This design comes from an exercise in tuning for small area, a short achievable clock period and few clock cycles per item on the open sky130 flow, not from production work.
Function was checked by simulation only, so behaviour that the tests miss may differ from the original.
No activity file was given, so power comes from the tool's default toggle rates.

==> 06-21 <==
Design rh_framer, start of the top module:
module rh_framer (
    input  wire       clk,
    input  wire       rst,
    input  wire       cmd_valid,
    input  wire [7:0] cmd_data,
    input  wire       cmd_last,
    output wire       cmd_ready,
    output wire       rsp_valid,
    output wire [7:0] rsp_data,
    output wire       rsp_last,
    input  wire       rsp_ready
);
==> flow/config.mk <==
export PLATFORM = sky130hd
export DESIGN_NAME = rh_framer
export DESIGN_NICKNAME = rh_framer
export VERILOG_FILES = /design/flow/design.v
export SDC_FILE = /design/flow/constraint.sdc
export NUM_CORES = 4
export LEC_CHECK = 0
export CAP_MARGIN = 20
export CORE_MARGIN = 2
export CORE_UTILIZATION = 50
export CTS_CLUSTER_DIAMETER = 60
export CTS_CLUSTER_SIZE = 25
export PLACE_DENSITY = 0.6
export SLEW_MARGIN = 20
==> flow/constraint.sdc <==
create_clock -name core_clock -period 10.0 [get_ports {clk}]
set_input_delay 2.0000 -clock core_clock [delete_from_list [all_inputs] [get_ports {clk}]]
set_output_delay 2.0000 -clock core_clock [all_outputs]
set_load 0.01 [all_outputs]
standard.sh (not shown) runs the stock make flow with config.mk's settings and CLKGATE_MAP_FILE= SYNTH_SCRIPT=/design/flow/synth_recipe.tcl, a recipe that flattens the netlist after the stock synthesis.
==> flow/flow/run.sh <==
#!/bin/bash
# Layout flow: the standard flow (standard synthesis, floorplan, placement,
# CTS, routing, finish) unchanged, except that timing repair aims at a setup
# slack of 6.5 ns, i.e. it keeps optimising paths longer than 3.5 ns although
# the 10 ns clock constraint is already met. Constraints are the standard flow's.
set -euo pipefail
export SETUP_SLACK_MARGIN=6.5
bash standard.sh synth > synth.log 2>&1
bash standard.sh finish > layout.log 2>&1
==> 08-06: changes against 06-21 <==
--- a/flow/design.v
+++ b/flow/design.v
@@ -67,15 +67,15 @@
     wire       hl = ib0[8];
     reg [7:0]  this_address;
     reg        promiscuous;
     reg [2:0]  rxs;
     reg [6:0]  rx_len;
     reg [15:0] rx_fcs;
     reg [7:0]  rx_hi;
-    reg [7:0]  rx_to;                        
+    reg [7:0]  rxb [0:63];
     reg [6:0] cnt;                           
     reg [7:0] rem;                           
     reg       over;                          
     reg       badop;
     reg       cdone;                         
     reg       cok;                           
     reg       o_sr, o_crc, o_rx, o_rr, o_tx, o_ddc, o_ddf, o_sa, o_ga, o_sp;
@@ -83,14 +83,15 @@
     reg       f7;                            
     reg       c_toaddr, c_tobc;              
     reg       c_ddacc;                       
     reg       c_rxapp;                       
     reg       np;                            
     reg [7:0] tL;                            
     reg [5:0] tpn;                           
+    reg [7:0] fifo [0:63];
     reg [6:0] wpt, wpc, rpt;                 
     reg       pfull;                         
     wire ex;                                 
     assign ipop = f0 && (!cdone || ex) && !(np && pfull);
     wire take = ipop;
     reg op_known;
     reg [7:0] op_rem;
@@ -176,63 +177,38 @@
                 c_tobc   <= (b3 == 8'hFF);
                 c_ddacc  <= !first && last_ok && (o_ddc || (o_ddf && !hd[7] && b3 == this_address));
                 c_rxapp  <= !first && last_ok && o_rx && !(rx_len == 7'd64) &&
                             ((rxs == RX_INDATA && hd != DLE) || (rxs == RX_SAWDLE && hd == DLE));
             end
         end
     end
-    reg  [5:0] rt;
-    wire [5:0] rt1 = rt + 6'd1;
-    always @(posedge clk) begin
-        if (rst) rt <= 6'd0;
-        else     rt <= rt1;
-    end
-    reg [3:0]   tp_v;
-    reg [5:0]   tp_s [0:3];
-    reg [7:0]   tp_d [0:3];
-    wire [1:0]  tka   = rt1[1:0];
-    wire        tw_v  = tp_v[tka];
-    wire [5:0]  tw_p  = rt1 - tp_s[tka];
-    wire [7:0]  tw_d  = tp_d[tka];
-    wire        tpush = take && np;
-    always @(posedge clk) begin
-        if (rst)
-            tp_v <= 4'd0;
-        else begin
-            if (tw_v)  tp_v[tka] <= 1'b0;
-            if (tpush) tp_v[wpt[1:0]] <= 1'b1;
-        end
-        if (tpush) begin
-            tp_s[wpt[1:0]] <= wpt[5:0];
-            tp_d[wpt[1:0]] <= hd;
-        end
+    reg       fw_v;
+    reg [5:0] fw_i;
+    reg [7:0] fw_d;
+    always @(posedge clk) begin
+        fw_v <= !rst && take && np;
+        fw_i <= wpt[5:0];
+        fw_d <= hd;
+        if (fw_v) fifo[fw_i] <= fw_d;
     end
-    reg [511:0] tring, tring_n;
-    integer ti;
-    always @(*) begin
-        tring_n = {tring[503:0], tring[511:504]};
-        for (ti = 0; ti < 16; ti = ti + 1)
-            if (tw_v && tw_p[5:2] == ti) tring_n[32*ti +: 8] = tw_d;
-    end
-    always @(posedge clk) tring <= tring_n;
     reg [QB:0] qcnt;
     reg        qfull, qne;
     wire [7:0] dd_from = b1;
     wire [7:0] dd_id   = b2;
-    wire [NB-1:0] ph = rt[NB-1:0];           
+    reg  [NB-1:0] ph;                        
     reg  [NB:0]   clr;                       
     reg           clearing;
     reg           al;                        
     wire [7:0]    nexts [0:R-1];             
     reg  [7:0]    dd_old;                    
     wire          dd_new = (dd_old != dd_id);
     always @(posedge clk)
         dd_old <= nexts[dd_from[7:NB]];
     always @(posedge clk)
-        al <= (rt1[NB-1:0] == dd_from[NB-1:0]);
+        al <= (ph + 1'b1 == dd_from[NB-1:0]);
     reg  [1:0] rxf_cnt;                      
     reg        rxok;                         
     reg  [2:0] sph;
     reg  [6:0] ssc;
     localparam [2:0] P_ST = 3'd0, P_D1 = 3'd1, P_D2 = 3'd2, P_STX = 3'd3,
                      P_HDR = 3'd4, P_PAY = 3'd5, P_TRL = 3'd6, P_BUF = 3'd7;
     always @(posedge clk)
@@ -242,15 +218,15 @@
     wire [15:0] crc_op_res;
     rh_crc_step u_crc_op (.crc_in({b1, b2}), .data(b3), .crc_out(crc_op_res));
     wire [15:0] rx_fcs_app, rx_fcs_dle, rx_fcs_etx;
     rh_crc_step u_crc_rx  (.crc_in(rx_fcs),     .data(b1),  .crc_out(rx_fcs_app));
     rh_crc_step u_crc_rx1 (.crc_in(rx_fcs),     .data(DLE), .crc_out(rx_fcs_dle));
     rh_crc_step u_crc_rx2 (.crc_in(rx_fcs_dle), .data(ETX), .crc_out(rx_fcs_etx));
     wire rx_match = ({rx_hi, b1} == rx_fcs) && (rx_len >= 7'd4) &&
-                    (promiscuous || rx_to == this_address || rx_to == 8'hFF);
+                    (promiscuous || rxb[0] == this_address || rxb[0] == 8'hFF);
     wire rx_emit = (rxs == RX_WAITLO) && rx_match;
     reg [1:0] dk;
     reg       derr;
     reg [1:0] dnb;
     reg [7:0] dd1, dd2;
     always @(*) begin
         dk = K_SIMPLE; derr = 1'b0; dnb = 2'd0; dd1 = 8'h00; dd2 = 8'h00;
@@ -283,17 +259,19 @@
         end else if (exo) begin
             if (o_sa) this_address <= b1;
             if (o_sp) promiscuous  <= b1[0];
         end
     end
     always @(posedge clk) begin
         if (rst) begin
+            ph       <= {NB{1'b0}};
             clr      <= N[NB:0];
             clearing <= 1'b1;
         end else begin
+            ph <= ph + 1'b1;
             if (do_sys_reset) begin
                 clr      <= N[NB:0];
                 clearing <= 1'b1;
             end else if (clearing) begin
                 clr      <= clr - 1'b1;
                 clearing <= (clr != 1);
             end
@@ -315,46 +293,23 @@
             wire [7:0] p0 = ring[7:0];
             assign nexts[gr] = ring[8*N-9 -: 8];
             always @(posedge clk)
                 ring <= {ring[8*N-9:8], (wr ? (clearing ? 8'h00 : gw_d) : p0), ring[8*N-1 -: 8]};
         end
     endgenerate
     wire rx_step = exo && o_rx;
-    reg [1:0]  rp_v;
-    reg [5:0]  rp_s [0:1];
-    reg [7:0]  rp_d [0:1];
-    wire       rw0  = rp_v[0] && (rp_s[0][1:0] == rt1[1:0]);
-    wire       rw1  = rp_v[1] && (rp_s[1][1:0] == rt1[1:0]);
-    wire       rw_v = rw0 || rw1;
-    wire [5:0] rw_p = rt1 - (rw1 ? rp_s[1] : rp_s[0]);
-    wire [7:0] rw_d = rw1 ? rp_d[1] : rp_d[0];
-    wire       rapp = rx_step && c_rxapp;
-    always @(posedge clk) begin
-        if (rst)
-            rp_v <= 2'd0;
-        else begin
-            if (rw0)  rp_v[0] <= 1'b0;
-            if (rw1)  rp_v[1] <= 1'b0;
-            if (rapp) rp_v[rx_len[0]] <= 1'b1;
-        end
-        if (rapp) begin
-            rp_s[rx_len[0]] <= rx_len[5:0];
-            rp_d[rx_len[0]] <= b1;
-        end
-        if (rapp && rx_len == 7'd0)
-            rx_to <= b1;
+    reg       rw_v;
+    reg [5:0] rw_i;
+    reg [7:0] rw_d;
+    always @(posedge clk) begin
+        rw_v <= rx_step && c_rxapp;
+        rw_i <= rx_len[5:0];
+        rw_d <= b1;
+        if (rw_v) rxb[rw_i] <= rw_d;
     end
-    reg [511:0] rring, rring_n;
-    integer ri;
-    always @(*) begin
-        rring_n = {rring[503:0], rring[511:504]};
-        for (ri = 0; ri < 16; ri = ri + 1)
-            if (rw_v && rw_p[5:2] == ri) rring_n[32*ri +: 8] = rw_d;
-    end
-    always @(posedge clk) rring <= rring_n;
     always @(posedge clk) begin
         if (rx_step) begin
             case (rxs)
                 RX_SAWLEAD: if (b1 == STX) rx_fcs <= 16'hFFFF;
                 RX_INDATA:  if (c_rxapp) rx_fcs <= rx_fcs_app;
                 RX_SAWDLE:  if (b1 == ETX) rx_fcs <= rx_fcs_etx;
                             else if (c_rxapp) rx_fcs <= rx_fcs_app;
@@ -440,31 +395,25 @@
     reg [1:0]  cnb;
     reg [7:0]  cd1, cd2;
     reg [6:0]  clen1;                        
     reg [5:0]  cpn1;                         
     reg        cpz;                          
     reg        v0, v1;                       
     reg [8:0]  o0, o1;                       
-    wire       adv = cv && !v1 && !(sph == P_BUF && !br_al) &&
-                     !((sph == P_HDR || sph == P_PAY) && !pv0);
+    wire       adv = cv && !v1;
     reg        sdup;
     reg [15:0] scrc;
-    reg  [2:0] pcnt;
-    reg  [7:0] pq0, pq1, pq2, pq3;
-    wire       pv0    = (pcnt != 3'd0);
-    wire [5:0] fr_p   = rt - rpt[5:0];
+    reg        pv0, pv1;
+    reg [7:0]  pb0, pb1;
     wire       favail = (rpt != wpc);        
-    wire       fpush  = favail && !pcnt[2] && (fr_p[1:0] == 2'd3) &&
-                        !(tp_v[rpt[1:0]] && tp_s[rpt[1:0]] == rpt[5:0]);
-    wire [7:0] fnext  = tring[32*fr_p[5:2] + 24 +: 8];
+    wire       fpush  = favail && !pv1;
+    wire [7:0] fnext  = fifo[rpt[5:0]];
     wire       fpop;
-    wire [7:0] fbyte  = pq0;
-    wire [5:0] br_p  = rt - ssc[5:0];        
-    wire       br_al = (br_p[1:0] == 2'd3);
-    wire [7:0] rbyte = rring[32*br_p[5:2] + 24 +: 8];
+    wire [7:0] fbyte  = pb0;
+    wire [7:0] rbyte = rxb[ssc[5:0]];
     reg [7:0] sb;                            
     reg       sl;                            
     reg       spop;                          
     reg       scu;                           
     always @(*) begin
         sb = 8'h00; sl = 1'b0; spop = 1'b0; scu = 1'b0;
         case (sph)
@@ -502,27 +451,37 @@
     end
     wire [15:0] scrc_next;
     rh_crc_step u_crc_s (.crc_in(scrc), .data(sb), .crc_out(scrc_next));
     wire sfin = adv && sl;                   
     wire ld   = qne && (!cv || sfin);        
     assign qpop = ld;
     assign fpop = adv && spop;
-    wire [2:0] pidx = pcnt - {2'b00, fpop};    
     always @(posedge clk) begin
         if (rst) begin
-            rpt  <= 7'd0;
-            pcnt <= 3'd0;
+            rpt <= 7'd0;
+            pv0 <= 1'b0;
+            pv1 <= 1'b0;
         end else begin
             if (fpush) rpt <= rpt + 7'd1;
-            pcnt <= pcnt + {2'b00, fpush} - {2'b00, fpop};
+            if (fpop) begin
+                pv0 <= pv1 || fpush;
+                pv1 <= pv1 && fpush;
+            end else begin
+                pv0 <= pv0 || fpush;
+                pv1 <= pv1 || (pv0 && fpush);
+            end
         end
-        pq0 <= (fpush && pidx == 3'd0) ? fnext : fpop ? pq1 : pq0;
-        pq1 <= (fpush && pidx == 3'd1) ? fnext : fpop ? pq2 : pq1;
-        pq2 <= (fpush && pidx == 3'd2) ? fnext : fpop ? pq3 : pq2;
-        pq3 <= (fpush && pidx == 3'd3) ? fnext : pq3;
+    end
+    always @(posedge clk) begin
+        if (fpop)
+            pb0 <= pv1 ? pb1 : fnext;
+        else if (!pv0)
+            pb0 <= fnext;
+        if (!pv1)
+            pb1 <= fnext;
     end
     always @(posedge clk) begin
         if (ld) begin
             ck    <= qh[20:19];
             cerr  <= qh[18];
             cnb   <= qh[17:16];
             cd1   <= qh[15:8];
==> flow/run.sh (new file) <==
#!/bin/bash
# synth_recipe.tcl (not shown) runs the flow's synth.tcl, then flattens the netlist and writes it again
# the make line also repeats each setting of config.mk as NAME=value (left out here)
make -C /OpenROAD-flow-scripts/flow DESIGN_CONFIG=/design/flow/config.mk WORK_HOME=/design/flow/orfs CLKGATE_MAP_FILE= SYNTH_SCRIPT=/design/flow/synth_recipe.tcl finish
--- a/flow/config.mk
+++ b/flow/config.mk
@@ -7,8 +7,9 @@
 export LEC_CHECK = 0
 export CAP_MARGIN = 20
 export CORE_MARGIN = 2
 export CORE_UTILIZATION = 50
 export CTS_CLUSTER_DIAMETER = 60
 export CTS_CLUSTER_SIZE = 25
 export PLACE_DENSITY = 0.6
+export SETUP_SLACK_MARGIN = 5
 export SLEW_MARGIN = 20
removed: flow/flow/run.sh
removed: flow/standard.sh
==> 05-26: changes against 06-21 <==
--- a/flow/design.v
+++ b/flow/design.v
@@ -183,39 +183,48 @@
     reg  [5:0] rt;
     wire [5:0] rt1 = rt + 6'd1;
     always @(posedge clk) begin
         if (rst) rt <= 6'd0;
         else     rt <= rt1;
     end
     reg [3:0]   tp_v;
-    reg [5:0]   tp_s [0:3];
+    reg [3:0]   tp_s [0:3];                  
     reg [7:0]   tp_d [0:3];
     wire [1:0]  tka   = rt1[1:0];
     wire        tw_v  = tp_v[tka];
-    wire [5:0]  tw_p  = rt1 - tp_s[tka];
-    wire [7:0]  tw_d  = tp_d[tka];
+    wire [5:0]  tw_p  = rt1 - {tp_s[tka], tka};
+    reg         twq_v;                       
+    reg  [3:0]  twq_m;
+    reg  [5:0]  twq_s;
+    reg  [7:0]  twq_d;
+    always @(posedge clk) begin
+        twq_v <= !rst && tw_v;
+        twq_m <= tw_p[5:2];
+        twq_s <= {tp_s[tka], tka};
+        twq_d <= tp_d[tka];
+    end
     wire        tpush = take && np;
     always @(posedge clk) begin
         if (rst)
             tp_v <= 4'd0;
         else begin
             if (tw_v)  tp_v[tka] <= 1'b0;
             if (tpush) tp_v[wpt[1:0]] <= 1'b1;
         end
         if (tpush) begin
-            tp_s[wpt[1:0]] <= wpt[5:0];
+            tp_s[wpt[1:0]] <= wpt[5:2];
             tp_d[wpt[1:0]] <= hd;
         end
     end
     reg [511:0] tring, tring_n;
     integer ti;
     always @(*) begin
         tring_n = {tring[503:0], tring[511:504]};
         for (ti = 0; ti < 16; ti = ti + 1)
-            if (tw_v && tw_p[5:2] == ti) tring_n[32*ti +: 8] = tw_d;
+            if (twq_v && twq_m == ti) tring_n[32*ti + 8 +: 8] = twq_d;
     end
     always @(posedge clk) tring <= tring_n;
     reg [QB:0] qcnt;
     reg        qfull, qne;
     wire [7:0] dd_from = b1;
     wire [7:0] dd_id   = b2;
     wire [NB-1:0] ph = rt[NB-1:0];           
@@ -316,43 +325,50 @@
             assign nexts[gr] = ring[8*N-9 -: 8];
             always @(posedge clk)
                 ring <= {ring[8*N-9:8], (wr ? (clearing ? 8'h00 : gw_d) : p0), ring[8*N-1 -: 8]};
         end
     endgenerate
     wire rx_step = exo && o_rx;
     reg [1:0]  rp_v;
-    reg [5:0]  rp_s [0:1];
+    reg [4:0]  rp_s [0:1];                   
     reg [7:0]  rp_d [0:1];
-    wire       rw0  = rp_v[0] && (rp_s[0][1:0] == rt1[1:0]);
-    wire       rw1  = rp_v[1] && (rp_s[1][1:0] == rt1[1:0]);
+    wire       rw0  = rp_v[0] && ({rp_s[0][0], 1'b0} == rt1[1:0]);
+    wire       rw1  = rp_v[1] && ({rp_s[1][0], 1'b1} == rt1[1:0]);
     wire       rw_v = rw0 || rw1;
-    wire [5:0] rw_p = rt1 - (rw1 ? rp_s[1] : rp_s[0]);
-    wire [7:0] rw_d = rw1 ? rp_d[1] : rp_d[0];
+    wire [5:0] rw_p = rt1 - (rw1 ? {rp_s[1], 1'b1} : {rp_s[0], 1'b0});
+    reg        rwq_v;                        
+    reg  [3:0] rwq_m;
+    reg  [7:0] rwq_d;
+    always @(posedge clk) begin
+        rwq_v <= !rst && rw_v;
+        rwq_m <= rw_p[5:2];
+        rwq_d <= rw1 ? rp_d[1] : rp_d[0];
+    end
     wire       rapp = rx_step && c_rxapp;
     always @(posedge clk) begin
         if (rst)
             rp_v <= 2'd0;
         else begin
             if (rw0)  rp_v[0] <= 1'b0;
             if (rw1)  rp_v[1] <= 1'b0;
             if (rapp) rp_v[rx_len[0]] <= 1'b1;
         end
         if (rapp) begin
-            rp_s[rx_len[0]] <= rx_len[5:0];
+            rp_s[rx_len[0]] <= rx_len[5:1];
             rp_d[rx_len[0]] <= b1;
         end
         if (rapp && rx_len == 7'd0)
             rx_to <= b1;
     end
     reg [511:0] rring, rring_n;
     integer ri;
     always @(*) begin
         rring_n = {rring[503:0], rring[511:504]};
         for (ri = 0; ri < 16; ri = ri + 1)
-            if (rw_v && rw_p[5:2] == ri) rring_n[32*ri +: 8] = rw_d;
+            if (rwq_v && rwq_m == ri) rring_n[32*ri + 8 +: 8] = rwq_d;
     end
     always @(posedge clk) rring <= rring_n;
     always @(posedge clk) begin
         if (rx_step) begin
             case (rxs)
                 RX_SAWLEAD: if (b1 == STX) rx_fcs <= 16'hFFFF;
                 RX_INDATA:  if (c_rxapp) rx_fcs <= rx_fcs_app;
@@ -403,34 +419,36 @@
             wpt <= wpt + 7'd1;
         end
         pfull <= !rst && ((wpt - rpt) >= 7'd63);
     end
     reg [20:0]   dq [0:QD-1];
     reg [QB-1:0] qw, qr;
     wire         qpop;
+    wire         byp;                        
+    wire         qpush = ex && !byp;
     always @(posedge clk) begin
-        if (ex) dq[qw] <= {dk, derr, dnb, dd1, dd2};
+        if (qpush) dq[qw] <= {dk, derr, dnb, dd1, dd2};
     end
     wire [QB:0] qinc = qcnt + 1'b1;
     wire [QB:0] qdec = qcnt - 1'b1;
     always @(posedge clk) begin
         if (rst) begin
             qw    <= {QB{1'b0}};
             qr    <= {QB{1'b0}};
             qcnt  <= {(QB+1){1'b0}};
             qfull <= 1'b0;
             qne   <= 1'b0;
         end else begin
-            if (ex)   qw <= qw + 1'b1;
+            if (qpush) qw <= qw + 1'b1;
             if (qpop) qr <= qr + 1'b1;
-            if (ex && !qpop) begin
+            if (qpush && !qpop) begin
                 qcnt  <= qinc;
                 qfull <= qinc[QB];
                 qne   <= 1'b1;
-            end else if (!ex && qpop) begin
+            end else if (!qpush && qpop) begin
                 qcnt  <= qdec;
                 qfull <= 1'b0;
                 qne   <= (qdec != 0);
             end
         end
     end
     wire [20:0] qh   = dq[qr];
@@ -447,24 +465,25 @@
     wire       adv = cv && !v1 && !(sph == P_BUF && !br_al) &&
                      !((sph == P_HDR || sph == P_PAY) && !pv0);
     reg        sdup;
     reg [15:0] scrc;
     reg  [2:0] pcnt;
     reg  [7:0] pq0, pq1, pq2, pq3;
     wire       pv0    = (pcnt != 3'd0);
-    wire [5:0] fr_p   = rt - rpt[5:0];
+    reg  [5:0] fd;                           
     wire       favail = (rpt != wpc);        
-    wire       fpush  = favail && !pcnt[2] && (fr_p[1:0] == 2'd3) &&
-                        !(tp_v[rpt[1:0]] && tp_s[rpt[1:0]] == rpt[5:0]);
-    wire [7:0] fnext  = tring[32*fr_p[5:2] + 24 +: 8];
+    wire       fpush  = favail && !pcnt[2] && (fd[1:0] == 2'd3) &&
+                        !(tp_v[rpt[1:0]] && tp_s[rpt[1:0]] == rpt[5:2]) &&
+                        !(twq_v && twq_s == rpt[5:0]);
+    wire [7:0] fnext  = tring[32*fd[5:2] + 24 +: 8];
     wire       fpop;
     wire [7:0] fbyte  = pq0;
-    wire [5:0] br_p  = rt - ssc[5:0];        
-    wire       br_al = (br_p[1:0] == 2'd3);
-    wire [7:0] rbyte = rring[32*br_p[5:2] + 24 +: 8];
+    reg  [5:0] bd;                           
+    wire       br_al = (bd[1:0] == 2'd3);
+    wire [7:0] rbyte = rring[32*bd[5:2] + 24 +: 8];
     reg [7:0] sb;                            
     reg       sl;                            
     reg       spop;                          
     reg       scu;                           
     always @(*) begin
         sb = 8'h00; sl = 1'b0; spop = 1'b0; scu = 1'b0;
         case (sph)
@@ -496,55 +515,66 @@
             end
             default: begin  
                 sb = rbyte;
                 sl = (ssc == clen1);
             end
         endcase
     end
+    wire [7:0]  scd = (sph == P_TRL) ? (ssc[0] ? ETX : DLE) : fbyte;
     wire [15:0] scrc_next;
-    rh_crc_step u_crc_s (.crc_in(scrc), .data(sb), .crc_out(scrc_next));
+    rh_crc_step u_crc_s (.crc_in(scrc), .data(scd), .crc_out(scrc_next));
+    always @(posedge clk) begin
+        if (sph != P_BUF)
+            bd <= rt1;
+        else if (!adv)
+            bd <= bd + 6'd1;
+    end
     wire sfin = adv && sl;                   
     wire ld   = qne && (!cv || sfin);        
+    assign byp  = ex && !qne && (!cv || sfin);
     assign qpop = ld;
+    wire [20:0] src = ld ? qh : {dk, derr, dnb, dd1, dd2};
     assign fpop = adv && spop;
     wire [2:0] pidx = pcnt - {2'b00, fpop};    
     always @(posedge clk) begin
         if (rst) begin
             rpt  <= 7'd0;
+            fd   <= 6'd0;
             pcnt <= 3'd0;
         end else begin
             if (fpush) rpt <= rpt + 7'd1;
+            fd   <= fpush ? fd : fd + 6'd1;
             pcnt <= pcnt + {2'b00, fpush} - {2'b00, fpop};
         end
         pq0 <= (fpush && pidx == 3'd0) ? fnext : fpop ? pq1 : pq0;
         pq1 <= (fpush && pidx == 3'd1) ? fnext : fpop ? pq2 : pq1;
         pq2 <= (fpush && pidx == 3'd2) ? fnext : fpop ? pq3 : pq2;
         pq3 <= (fpush && pidx == 3'd3) ? fnext : pq3;
     end
     always @(posedge clk) begin
-        if (ld) begin
-            ck    <= qh[20:19];
-            cerr  <= qh[18];
-            cnb   <= qh[17:16];
-            cd1   <= qh[15:8];
-            cd2   <= (qh[20:19] == K_SIMPLE) ? qh[7:0] :
-                     (qh[20:19] == K_RXF) ? (qh[15:8] - 8'd4) : DLE;
-            clen1 <= qh[14:8] - 7'd1;
-            cpn1  <= qh[5:0] - 6'd1;
-            cpz   <= (qh[5:0] == 6'd0);
+        if (ld || byp) begin
+            ck    <= src[20:19];
+            cerr  <= src[18];
+            cnb   <= src[17:16];
+            cd1   <= src[15:8];
+            cd2   <= (src[20:19] == K_SIMPLE) ? src[7:0] :
+                     (src[20:19] == K_RXF) ? (src[15:8] - 8'd4) : DLE;
+            clen1 <= src[14:8] - 7'd1;
+            cpn1  <= src[5:0] - 6'd1;
+            cpz   <= (src[5:0] == 6'd0);
         end
     end
     always @(posedge clk) begin
         if (rst) begin
             cv   <= 1'b0;
             sph  <= P_ST;
             ssc  <= 7'd0;
             sdup <= 1'b0;
         end else begin
-            if (ld)
+            if (ld || byp)
                 cv <= 1'b1;
             else if (sfin)
                 cv <= 1'b0;
             if (adv) begin
                 if (sl) begin
                     sph  <= P_ST;
                     ssc  <= 7'd0;
==> comparison table <==
item                                                              05-26                08-06               06-21
Status                                                   finished clean       finished clean      finished clean
Share of power burned in the clock network                        0.338                0.336               0.344
Post-Place Worst Slack                                         5.831 ns             4.953 ns            4.726 ns
Fraction of standard cell area in multi-input logic              0.1949               0.1928              0.2097
Unique cell type count in the Yosys netlist                          84                   81                  99
Placeable Area                                               0.2017 mm2           0.2191 mm2          0.2042 mm2
Nets in the synthesized netlist                                    6782                 6711                7119
First-pass GRT wire length                                     315.2 mm             358.6 mm            336.3 mm
Final core area utilization                                      0.5513               0.5478              0.5618
Total CTS buffers                                                   189                  194                 192
Startpoint of the tightest hold check path           g_ring[6].ring[39]  g_ring[16].ring[37]  g_ring[7].ring[10]
Required time at the endpoint of the critical path             10.59 ns             10.75 ns            10.59 ns
Slowest cell on crit path                                        or4b_4              dfxtp_4               or4_4
Final WS setup                                                 6.485 ns             5.253 ns            6.405 ns
Reg-to-Reg Start                                                  b1[4]                    -               rt[0]
WP data arrival                                                 4.10 ns              5.49 ns             4.19 ns
Overall die area                                             0.2060 mm2           0.2234 mm2          0.2085 mm2
Fraction of met1 tracks used by global routing                   0.2857               0.3132              0.3024
Count of non-CTS inverters in the layout                             84                   57                 129
Global routing met3 resource utilization                        0.02742              0.02905             0.02684
Final Cycle Share                                                0.3515               0.4747              0.3595
Dpl hpwl                                                       134.7 mm             154.5 mm            145.5 mm
Number of flops mapped to enable cells by yosys                     454                 1366                 458
Maximum clock skew at final layout                           0.05270 ns           0.05337 ns          0.03527 ns
Core Rows                                                           165                  172                 166
Testbench counts of 06-21, summed over its fixed seeds: cycles 45,306, items 12,000.
Testbench counts of 08-06, summed over its fixed seeds: cycles 44,795, items 12,000.
Testbench counts of 05-26, summed over its fixed seeds: cycles 45,188, items 12,000.

-- port drivers added, routing unchanged --
Ports are ideal in the flow. The routed layouts listed here were re-timed in OpenROAD.
Step 1 (the two cells are an assumption about what drives the block):
set clk [get_ports {clk}]
set_driving_cell -lib_cell sky130_fd_sc_hd__clkbuf_16 $clk
set_driving_cell -lib_cell sky130_fd_sc_hd__buf_2 [delete_from_list [all_inputs] $clk]
Step 2 moves the port delays by t, midway between the first and last clock arrival at a register: inputs arrive t later, outputs are due t later. That takes back most of the time a late clock gives input paths.
a / b / c = ideal ports / drivers / drivers and shift; a / b = the first two.
run | t (ns) | setup slack, ns | latest minus earliest clock arrival (ns) | worst slew at a driven data input, ns | cell pins on the clock port's net
06-21 | 0.938 | 6.405 / 6.405 / 6.100 | 0.041 / 0.040 | 0.05 | 1
08-06 | 0.955 | 5.253 / 5.253 / 5.253 | 0.060 / 0.059 | 0.22 | 1
05-26 | 0.936 | 6.485 / 6.485 / 6.411 | 0.061 / 0.061 | 0.07 | 1
After both steps setup and hold are still met in every run listed. For 06-21, which loses most, drivers alone change the setup slack by 0.000 ns; drivers and shift together by -0.305 ns.
